This is an optimization exercise on Yosys and OpenROAD, whose aim is small area, not a production implementation. Only simulation tests tie the RTL to the original design; equivalence was not proved. Power and IR drop assume default switching activity.

==> design.v <==
module cu_codec (
    input  wire        clk,
    input  wire        rst_n,
    input  wire        req_valid,
    output wire        req_ready,
    input  wire [7:0]  req_op,
    input  wire [31:0] req_a,
    input  wire [31:0] req_v,
    input  wire [31:0] req_r,
    input  wire        close,
    output reg         rsp_valid,
    output reg  [2:0]  rsp_code,
    output reg  [2:0]  rsp_kind,
    output reg  [31:0] rsp_fuel,
    output reg  [3:0]  rsp_start,
    output reg  [3:0]  rsp_mode,
    output reg  [7:0]  rsp_pit,
    output reg  [3:0]  rsp_display,
    output reg  [4:0]  rsp_tm_addr,
    output reg  [31:0] rsp_tm_stamp,
    output reg  [3:0]  rsp_tm_sector,
    output reg  [31:0] rsp_version,
    output reg  [15:0] rsp_raw_len,
    output reg  [63:0] rsp_raw_head,
    output reg  [15:0] discards,
    output wire        tx_valid,
    input  wire        tx_ready,
    output wire [7:0]  tx_data,
    output wire        tx_last,
    input  wire [1:0]  tx_status,
    input  wire        rx_valid,
    output wire        rx_ready,
    input  wire [7:0]  rx_data,
    input  wire        rx_last,
    input  wire        rx_timeout,
    input  wire        rx_ioerr,
    output reg         diag_valid,
    output reg  [7:0]  diag_byte
);
    localparam [7:0] OP_SETSPEED = 8'h01, OP_SETBRAKE = 8'h02, OP_SETFUEL  = 8'h03,
                     OP_SETPOS   = 8'h04, OP_CLRPOS   = 8'h05, OP_SETLAP   = 8'h06,
                     OP_IGNORE   = 8'h07, OP_RESET    = 8'h08, OP_VERSION  = 8'h09,
                     OP_REQUEST  = 8'h0A,
                     OP_PACE     = 8'h10, OP_START    = 8'h11, OP_SPEED    = 8'h12,
                     OP_BRAKE    = 8'h13, OP_FUEL     = 8'h14, OP_CODE     = 8'h15;
    localparam [2:0] E_OK = 3'd0, E_VALID = 3'd1, E_FORMAT = 3'd2, E_CHKSUM = 3'd3,
                     E_TIMEOUT = 3'd4, E_IO = 3'd5, E_ILLEGAL = 3'd6;
    localparam [2:0] K_NONE = 3'd0, K_STATUS = 3'd1, K_TIMER = 3'd2, K_RAW = 3'd3,
                     K_VERSION = 3'd4;
    localparam [1:0] TX_OK = 2'd0, TX_TIMEOUT = 2'd1;
    localparam [7:0] NIB_BASE = 8'h30;
    localparam [7:0] M0 = 8'h3F, M1 = 8'h3A;
    localparam [7:0] TAG_WORD = 8'h4A, TAG_IGNORE = 8'h3A, TAG_BUTTON = 8'h54;
    localparam [4:0] W_SPEED = 5'd0, W_BRAKE = 5'd1, W_FUEL = 5'd2, W_POS = 5'd6,
                     W_LAPHI = 5'd17, W_LAPLO = 5'd18;
    localparam [2:0] LAP_ADDR = 3'd7;
    localparam BUF_LEN = 18;
    localparam [2:0] S_IDLE = 3'd0, S_CHECK = 3'd1, S_SEND = 3'd2, S_AWAIT = 3'd3,
                     S_DECODE = 3'd4;
    reg [2:0]  state;
    reg        closed;
    reg [7:0]  op;
    reg [31:0] opa, opv, opr;
    reg        second;           
    reg [7:0]  txbuf [0:5];
    reg [2:0]  txlen;
    reg [2:0]  txidx;
    reg [7:0]  key;
    reg [7:0]  rxbuf [0:BUF_LEN-1];
    reg [15:0] rxcnt;
    reg        rx_drop;          
    function [7:0] nib(input [3:0] v);
        nib = NIB_BASE | {4'd0, v};
    endfunction
    wire addr_ok = (opa[31:3] == 29'd0);
    wire nval_ok = (opv[31:4] == 28'd0);
    wire pos_ok  = (opv[31:4] == 28'd0) && (opv[3:0] >= 4'd1) && (opv[3:0] <= 4'd8);
    wire byte_ok = (opv[31:8] == 24'd0);
    wire rep_ok  = (opr[31:4] == 28'd0);
    reg [2:0]  b_err;
    reg [7:0]  b_frame [0:5];
    reg [2:0]  b_len;
    reg [4:0]  b_word;
    reg [2:0]  b_addr;
    reg [3:0]  b_val;
    reg [3:0]  b_rep;
    reg        b_ww;
    reg [7:0]  b_wa;
    integer    i;
    always @(*) begin
        b_err  = E_OK;
        b_len  = 3'd1;
        b_ww   = 1'b0;
        b_word = 5'd0;
        b_addr = 3'd0;
        b_val  = 4'd0;
        b_rep  = 4'd0;
        for (i = 0; i < 6; i = i + 1)
            b_frame[i] = 8'h00;
        case (op)
            OP_SETSPEED, OP_SETBRAKE, OP_SETFUEL: begin
                if (!addr_ok)      b_err = E_VALID;
                else if (!nval_ok) b_err = E_VALID;
                else if (!rep_ok)  b_err = E_FORMAT;
                b_ww   = 1'b1;
                b_word = (op == OP_SETSPEED) ? W_SPEED :
                         (op == OP_SETBRAKE) ? W_BRAKE : W_FUEL;
                b_addr = opa[2:0];
                b_val  = opv[3:0];
                b_rep  = opr[3:0];
            end
            OP_SETPOS: begin
                if (!addr_ok)     b_err = E_VALID;
                else if (!pos_ok) b_err = E_VALID;
                else if (!rep_ok) b_err = E_FORMAT;
                b_ww   = 1'b1;
                b_word = W_POS;
                b_addr = opa[2:0];
                b_val  = opv[3:0];
                b_rep  = opr[3:0];
            end
            OP_CLRPOS: begin
                b_ww   = 1'b1;
                b_word = W_POS;
                b_addr = 3'd0;
                b_val  = 4'd0;
                b_rep  = 4'd9;
            end
            OP_SETLAP: begin
                if (!byte_ok) b_err = E_VALID;
                b_ww   = 1'b1;
                b_word = second ? W_LAPLO : W_LAPHI;
                b_addr = LAP_ADDR;
                b_val  = second ? opv[3:0] : opv[7:4];
                b_rep  = 4'd1;
            end
            OP_IGNORE: begin
                if (!byte_ok) b_err = E_FORMAT;
                b_len      = 3'd4;
                b_frame[0] = TAG_IGNORE;
                b_frame[1] = nib(opv[3:0]);
                b_frame[2] = nib(opv[7:4]);
                b_frame[3] = nib(TAG_IGNORE[3:0] + opv[3:0] + opv[7:4]);
            end
            OP_RESET: begin
                b_len      = 3'd3;
                b_frame[0] = 8'h3D;
                b_frame[1] = 8'h31;
                b_frame[2] = 8'h30;
            end
            OP_VERSION: begin
                b_frame[0] = 8'h30;
            end
            OP_REQUEST: begin
                b_frame[0] = M0;
            end
            OP_PACE, OP_START, OP_SPEED, OP_BRAKE, OP_FUEL, OP_CODE: begin
                b_len      = 3'd2;
                b_frame[0] = TAG_BUTTON;
                case (op)
                    OP_PACE:  b_frame[1] = nib(4'd1);
                    OP_START: b_frame[1] = nib(4'd2);
                    OP_SPEED: b_frame[1] = nib(4'd5);
                    OP_BRAKE: b_frame[1] = nib(4'd6);
                    OP_FUEL:  b_frame[1] = nib(4'd7);
                    default:  b_frame[1] = nib(4'd8);
                endcase
            end
            default: b_err = E_ILLEGAL;
        endcase
        b_wa = {b_addr, b_word};
        if (b_ww) begin
            b_len      = 3'd6;
            b_frame[0] = TAG_WORD;
            b_frame[1] = nib(b_wa[3:0]);
            b_frame[2] = nib(b_wa[7:4]);
            b_frame[3] = nib(b_val);
            b_frame[4] = nib(b_rep);
            b_frame[5] = nib(TAG_WORD[3:0] + b_wa[3:0] + b_wa[7:4] + b_val + b_rep);
        end
    end
    reg [3:0]  sum5, sum11, sum15, sum17;
    reg        ok5, ok11, ok15, ok17;
    reg        is_status, is_timer;
    reg [2:0]  d_code, d_kind;
    reg [63:0] d_head;
    always @(*) begin
        sum5 = 4'd0;
        for (i = 0; i < 5; i = i + 1)
            sum5 = sum5 + rxbuf[i][3:0];
        sum11 = 4'd0;
        for (i = 0; i < 11; i = i + 1)
            sum11 = sum11 + rxbuf[i][3:0];
        sum15 = 4'd0;
        for (i = 0; i < 15; i = i + 1)
            sum15 = sum15 + rxbuf[i][3:0];
        sum17 = 4'd0;
        for (i = 0; i < 17; i = i + 1)
            sum17 = sum17 + rxbuf[i][3:0];
        ok5  = (rxbuf[5]  == nib(sum5));
        ok11 = (rxbuf[11] == nib(sum11));
        ok15 = (rxbuf[15] == nib(sum15));
        ok17 = (rxbuf[17] == nib(sum17));
        is_status = (rxcnt >= 16'd2) && (rxbuf[0] == M0) && (rxbuf[1] == M1);
        is_timer  = !is_status && (rxbuf[0] == M0);
        if (is_status) begin
            if (rxcnt < 16'd16) begin
                d_code = E_FORMAT;
                d_kind = K_NONE;
            end else if (ok15 || (rxcnt >= 16'd18 && ok17)) begin
                d_code = E_OK;
                d_kind = K_STATUS;
            end else begin
                d_code = E_CHKSUM;
                d_kind = K_NONE;
            end
        end else if (is_timer) begin
            if (rxcnt < 16'd12) begin
                d_code = E_FORMAT;
                d_kind = K_NONE;
            end else if (ok11) begin
                d_code = E_OK;
                d_kind = K_TIMER;
            end else begin
                d_code = E_CHKSUM;
                d_kind = K_NONE;
            end
        end else if (op == OP_VERSION) begin
            if (rxcnt < 16'd6) begin
                d_code = E_FORMAT;
                d_kind = K_NONE;
            end else if (ok5) begin
                d_code = E_OK;
                d_kind = K_VERSION;
            end else begin
                d_code = E_CHKSUM;
                d_kind = K_NONE;
            end
        end else begin
            d_code = E_OK;
            d_kind = K_RAW;
        end
        for (i = 0; i < 8; i = i + 1)
            d_head[i*8 +: 8] = ({16'd0, rxcnt} > i) ? rxbuf[i] : 8'h00;
    end
    assign req_ready = (state == S_IDLE);
    assign tx_valid  = (state == S_SEND);
    assign tx_data   = txbuf[txidx];
    assign tx_last   = (txidx == txlen - 3'd1);
    assign rx_ready  = (state == S_AWAIT);
    wire rx_take = rx_valid && rx_ready;
    wire tx_take = tx_valid && tx_ready;
    task respond(input [2:0] code, input [2:0] kind);
        begin
            rsp_valid <= 1'b1;
            rsp_code  <= code;
            rsp_kind  <= kind;
            state     <= S_IDLE;
        end
    endtask
    always @(posedge clk) begin
        if (!rst_n) begin
            state      <= S_IDLE;
            closed     <= 1'b0;
            discards   <= 16'd0;
            rsp_valid  <= 1'b0;
            diag_valid <= 1'b0;
            second     <= 1'b0;
            txidx      <= 3'd0;
            rxcnt      <= 16'd0;
            rx_drop    <= 1'b0;
        end else begin
            rsp_valid  <= 1'b0;
            diag_valid <= 1'b0;
            if (close)
                closed <= 1'b1;
            case (state)
                S_IDLE: begin
                    if (req_valid) begin
                        op       <= req_op;
                        opa      <= req_a;
                        opv      <= req_v;
                        opr      <= req_r;
                        second   <= 1'b0;
                        discards <= 16'd0;
                        state    <= S_CHECK;
                    end
                end
                S_CHECK: begin
                    if (b_err != E_OK) begin
                        respond(b_err, K_NONE);
                    end else if (closed || close) begin
                        respond(E_IO, K_NONE);
                    end else begin
                        for (i = 0; i < 6; i = i + 1)
                            txbuf[i] <= b_frame[i];
                        txlen <= b_len;
                        txidx <= 3'd0;
                        state <= S_SEND;
                    end
                end
                S_SEND: begin
                    if (tx_take) begin
                        if (tx_last) begin
                            txidx <= 3'd0;
                            if (closed || close)
                                respond(E_IO, K_NONE);
                            else if (tx_status == TX_OK) begin
                                key     <= txbuf[0];
                                rxcnt   <= 16'd0;
                                rx_drop <= 1'b0;
                                state   <= S_AWAIT;
                            end else if (tx_status == TX_TIMEOUT)
                                respond(E_TIMEOUT, K_NONE);
                            else
                                respond(E_IO, K_NONE);
                        end else begin
                            txidx <= txidx + 3'd1;
                        end
                    end
                end
                S_AWAIT: begin
                    if (close) begin
                        respond(E_IO, K_NONE);
                    end else if (rx_take) begin
                        if (rx_timeout) begin
                            respond(E_TIMEOUT, K_NONE);
                        end else if (rx_ioerr) begin
                            respond(E_IO, K_NONE);
                        end else begin
                            if (rxcnt == 16'd0 && rx_data != key) begin
                                rx_drop    <= 1'b1;
                                diag_valid <= 1'b1;
                                diag_byte  <= rx_data;
                                if (discards != 16'hFFFF)
                                    discards <= discards + 16'd1;
                            end
                            if (rxcnt < BUF_LEN)
                                rxbuf[rxcnt[4:0]] <= rx_data;
                            if (rxcnt != 16'hFFFF)
                                rxcnt <= rxcnt + 16'd1;
                            if (rx_last) begin
                                if (rxcnt == 16'd0 ? (rx_data != key) : rx_drop) begin
                                    rxcnt   <= 16'd0;
                                    rx_drop <= 1'b0;
                                end else begin
                                    state <= S_DECODE;
                                end
                            end
                        end
                    end
                end
                S_DECODE: begin
                    if (op == OP_SETLAP && !second) begin
                        second <= 1'b1;
                        state  <= S_CHECK;
                    end else begin
                        respond(d_code, d_kind);
                        rsp_fuel      <= {rxbuf[9][3:0], rxbuf[8][3:0], rxbuf[7][3:0], rxbuf[6][3:0],
                                          rxbuf[5][3:0], rxbuf[4][3:0], rxbuf[3][3:0], rxbuf[2][3:0]};
                        rsp_start     <= rxbuf[10][3:0];
                        rsp_mode      <= rxbuf[11][3:0];
                        rsp_pit       <= {rxbuf[13][3:0], rxbuf[12][3:0]};
                        rsp_display   <= rxbuf[14][3:0];
                        rsp_tm_addr   <= {1'b0, rxbuf[1][3:0]} - 5'd1;
                        rsp_tm_stamp  <= {rxbuf[3][3:0], rxbuf[2][3:0], rxbuf[5][3:0], rxbuf[4][3:0],
                                          rxbuf[7][3:0], rxbuf[6][3:0], rxbuf[9][3:0], rxbuf[8][3:0]};
                        rsp_tm_sector <= rxbuf[10][3:0];
                        rsp_version   <= {rxbuf[4], rxbuf[3], rxbuf[2], rxbuf[1]};
                        rsp_raw_len   <= rxcnt;
                        rsp_raw_head  <= d_head;
                    end
                end
                default: state <= S_IDLE;
            endcase
        end
    end
endmodule
==> run.sh <==
#!/bin/bash
# synth_recipe.tcl (not shown) runs the flow's synth.tcl, then flattens the netlist and writes it again
# the make line also repeats each setting of config.mk as NAME=value (left out here)
make -C /OpenROAD-flow-scripts/flow DESIGN_CONFIG=/design/flow/config.mk WORK_HOME=/design/flow/orfs CLKGATE_MAP_FILE= SYNTH_SCRIPT=/design/flow/synth_recipe.tcl finish
==> config.mk <==
export PLATFORM = sky130hd
export DESIGN_NAME = cu_codec
export DESIGN_NICKNAME = cu_codec
export VERILOG_FILES = /design/flow/design.v
export SDC_FILE = /design/flow/constraint.sdc
export NUM_CORES = 4
export LEC_CHECK = 0
export CAP_MARGIN = 20
export CORE_MARGIN = 2
export CORE_UTILIZATION = 40
export PLACE_DENSITY = 0.6
export SLEW_MARGIN = 20
==> constraint.sdc <==
create_clock -name core_clock -period 12.0 [get_ports {clk}]
set_input_delay 2.4000 -clock core_clock [delete_from_list [all_inputs] [get_ports {clk}]]
set_output_delay 2.4000 -clock core_clock [all_outputs]
set_load 0.01 [all_outputs]
==> summary.txt <==
## state kept, by name, summed over array words and instances, names as in the netlist, 5 cells and up
name / count
rsp_raw_len: 16
txbuf: 31
key: 7
discards: 16
rsp_version: 32
rsp_raw_head: 64
rxcnt: 16
rsp_tm_addr: 5
rsp_tm_stamp: 20
opa: 32
rxbuf: 116
rsp_pit: 8
opv: 32
opr: 32
diag_byte: 8
op: 8
## cells by family (layout without fill, tap and decap cells)
group           Yosys count  in the layout  synth area share (%)
flops                   474            474                  69.4
simple gates            412            412                  11.3
buf+inv                 170            561                  4.24
compound gates          130            130                  4.68
xor+xnor                 85             85                  4.02
fa+ha+maj                72             72                  6.01
mux                       6              6                 0.302
other cells               1              1                0.0189
## per-layer routing
| layer | up-vias | global-route usage (%) |
|---|---|---|
| met5 | - | 0 |
| met4 | 2 | 6.03 |
| met3 | 84 | 5.05 |
| met2 | 397 | 32.2 |
| met1 | 5834 | 21.0 |
| li1 | 5589 | - |
## how the worst min path moves through the flow
stage | slack (ns) | start | end | depth (start not counted)
2_1_floorplan | 0.42 | rxbuf[2][4] | rsp_version[12] | 0
4_1_cts | 0.44 | rxbuf[3][7] | rsp_version[23] | 0
3_3_place_gp | 0.42 | rxbuf[2][7] | rsp_version[15] | 0
6_report | 0.44 | rxbuf[2][5] | rsp_version[13] | 0
3_5_place_dp | 0.43 | rxbuf[3][7] | rsp_version[23] | 0
5_1_grt | 0.45 | rxbuf[2][7] | rsp_version[15] | 0
## synth_stat cells (7+ instances only)
cell      count
a21oi_1      28
edfxtp_1    431
ha_1         33
nor3_2        7
xor2_1       30
o21ai_0      19
nor4_1       31
nand4_1      25
and3_1       20
nand3_1      18
fa_1         39
clkbuf_1     27
nor2b_1      33
buf_4        49
nor2_1       97
or3_1        14
nand2b_1      8
a21o_1        8
o211ai_1      8
and2_1       42
xnor2_1      51
inv_1        85
dfxtp_1      43
nor3_1       23
nand2_1      63
## where the power goes
part / switching (uW) / internal, uW
logic: 45.6 / 49.8
registers: 11.1 / 1810
clock network: 630 / 872
total: 687 / 2730
## layout make-up
cell class	instances	share of cell area, %
Clock buffer	56	4.97
Clock inverter	35	1.25
Inverter	85	1.24
Multi-Input combinational cell	706	20.5
Sequential cell	474	53.8
Tap cell	664	3.24
Timing Repair Buffer	385	14.9
## metrics by stage
step                      utilization (%)  hold slack (ns)  cells  instance area, um^2
after floorplan                         -            0.417   1350                19900
after global placement               49.1            0.421   2313                24000
after detailed placement             49.1            0.426   2313                24000
after CTS                            52.3            0.440   2404                25600
after global routing                 52.4            0.450   2405                25600
final                                52.4            0.439   2405                25600
==> summary.txt <==
Total Power=3420 uW; Die ar.=0.0515 mm^2; critical path launch point=rxbuf[4][1]; area leader, netlist=edfxtp_1; CP Class=flop to flop; routed wire length=47.0 mm; uppermost layer routed=met5; post-synth top area share=65.1%; post-route ant nets=0; fin. max-slew vios=0; WL/cell=19.5 um; HP Class=flop to flop; Tcrit/Tclk final=87.0%; clk slew on worst S/H paths=0.06 ns; Finish-stage setup viols=0; Final Hold Viols=0; Crit path required time=12.30 ns; routed wire length on met2=23.9 mm; Crit Path Max Fanout=3; gp weighted congestion=0.840; nets=1897; Bufs and invs on worst path=7; Hold Buf Count CTS=0; TNS Setup=0 ns; Critical-path top delay cell=fa_1; Gate Count Post-Synth=1350; Cell Pwr Density=133 mW/mm^2; postcts setup bufs=0; num rows=81; register area=0.0138 mm^2; final antenna diode count=0; Final Critical Period=10.44 ns; Port-buffer cells=370; relative slew slack=26.5%; R2R depth=29; CTS tree=done; Top delay family on crit path=adder cells; Post-Place Worst Slack=1.51 ns; Total GRT Usage=18.1%; top cells by area, synth=edfxtp_1 65%, dfxtp_1 4.3%, fa_1 3.9%; via count=11900; syn_nets=1545; CP most frequent cell=fa_1; initial antenna violation count=1; maximum vdd drop=0.0000961 V; worst slew pin tran=1.09 ns; CP Depth=29; RSZ-0062 raised after global routing=false; commonest non-fill, non-tap cell in the layout=edfxtp_1; outcome=no timing/DRC/antenna violations; die width=227 um; H-tree depth=2; multi-input logic area=0.00527 mm^2; layout cells sized above 1=6.61%; first-pass GRT wire length=70.0 mm; R2R Path Start=rxbuf[4][1]; startpoint type of the worst setup path=flop; Yosys Warn Count=3; Via density=4.95; clock skew=0.0239 ns; core area=0.0490 mm^2; clock root cell=clkbuf_16; vias in the first global route=12100; R2R Setup Slk=1.56 ns; CTS Sinks=474; Crit. End Element=flop; Layout fillers=4166; First-pass DRT Iterations=6; Initial Util=40.6%; First DRT Iteration DRCs=644; EDFF count, synth=431; post-synthesis sequential area ratio=69.4%; Area Overhead vs Synth=29.0%; PostCTS Resize Cnt=0; chip height=227 um; total grt overflow=0; Yosys reg bits=474; fraction of registers with async set/reset=0%; DRC errors left=0; fmax=0.0958 GHz; Crit path largest cell delay=0.56 ns; max-cap violations=0; TritonCTS buffer count=50; Leak=0.00881 uW; Avg Inst Size Synth=14.7 um^2; worst r2r dst=rsp_code[1]; final worst setup slack=1.56 ns; met1 wire length=18.2 mm; CP endpoint=rsp_code[1]; Worst EP arrival=10.74 ns; DR WL met3=3.51 mm; largest net degree at the start of global routing=158; I/O pins=372; CTS Buffer Depth=3; worst skew pair latency=0.59 ns; commonest non-fill, non-tap cells in the layout=431 x edfxtp_1, 370 x clkdlybuf4s50_1, 95 x nor2_1; detailed placement HPWL=34.6 mm; Netlist cell types=76; Primary FF master, synth=edfxtp_1; Mapped Area=0.0199 mm^2

-- re-timing with driven ports --
The results above use ideal ports. As a check the final layout listed here was re-extracted and re-timed, cells and wires unchanged.
Step 1 assumes that a clkbuf_16 drives the clock port and a buf_2 every other input.
Step 2 times the ports against the registers' clock, not the clock port: input delays grow and output delays shrink by t, the midpoint of the rising clock arrivals with the driver on.
a / b / c = ideal ports / drivers / drivers and shift; a / b = the first two.
t, ns: 0.633
setup slack, ns: 1.558 / 1.558 / 1.558
hold slack, ns: 0.439 / 0.439 / 0.439
worst setup path after step 2: register to register
pins driven straight from the clock port: 1
After both steps setup and hold are still met in this run. The setup slack of this run moves by 0.000 ns with the drivers and by 0.000 ns with both steps.
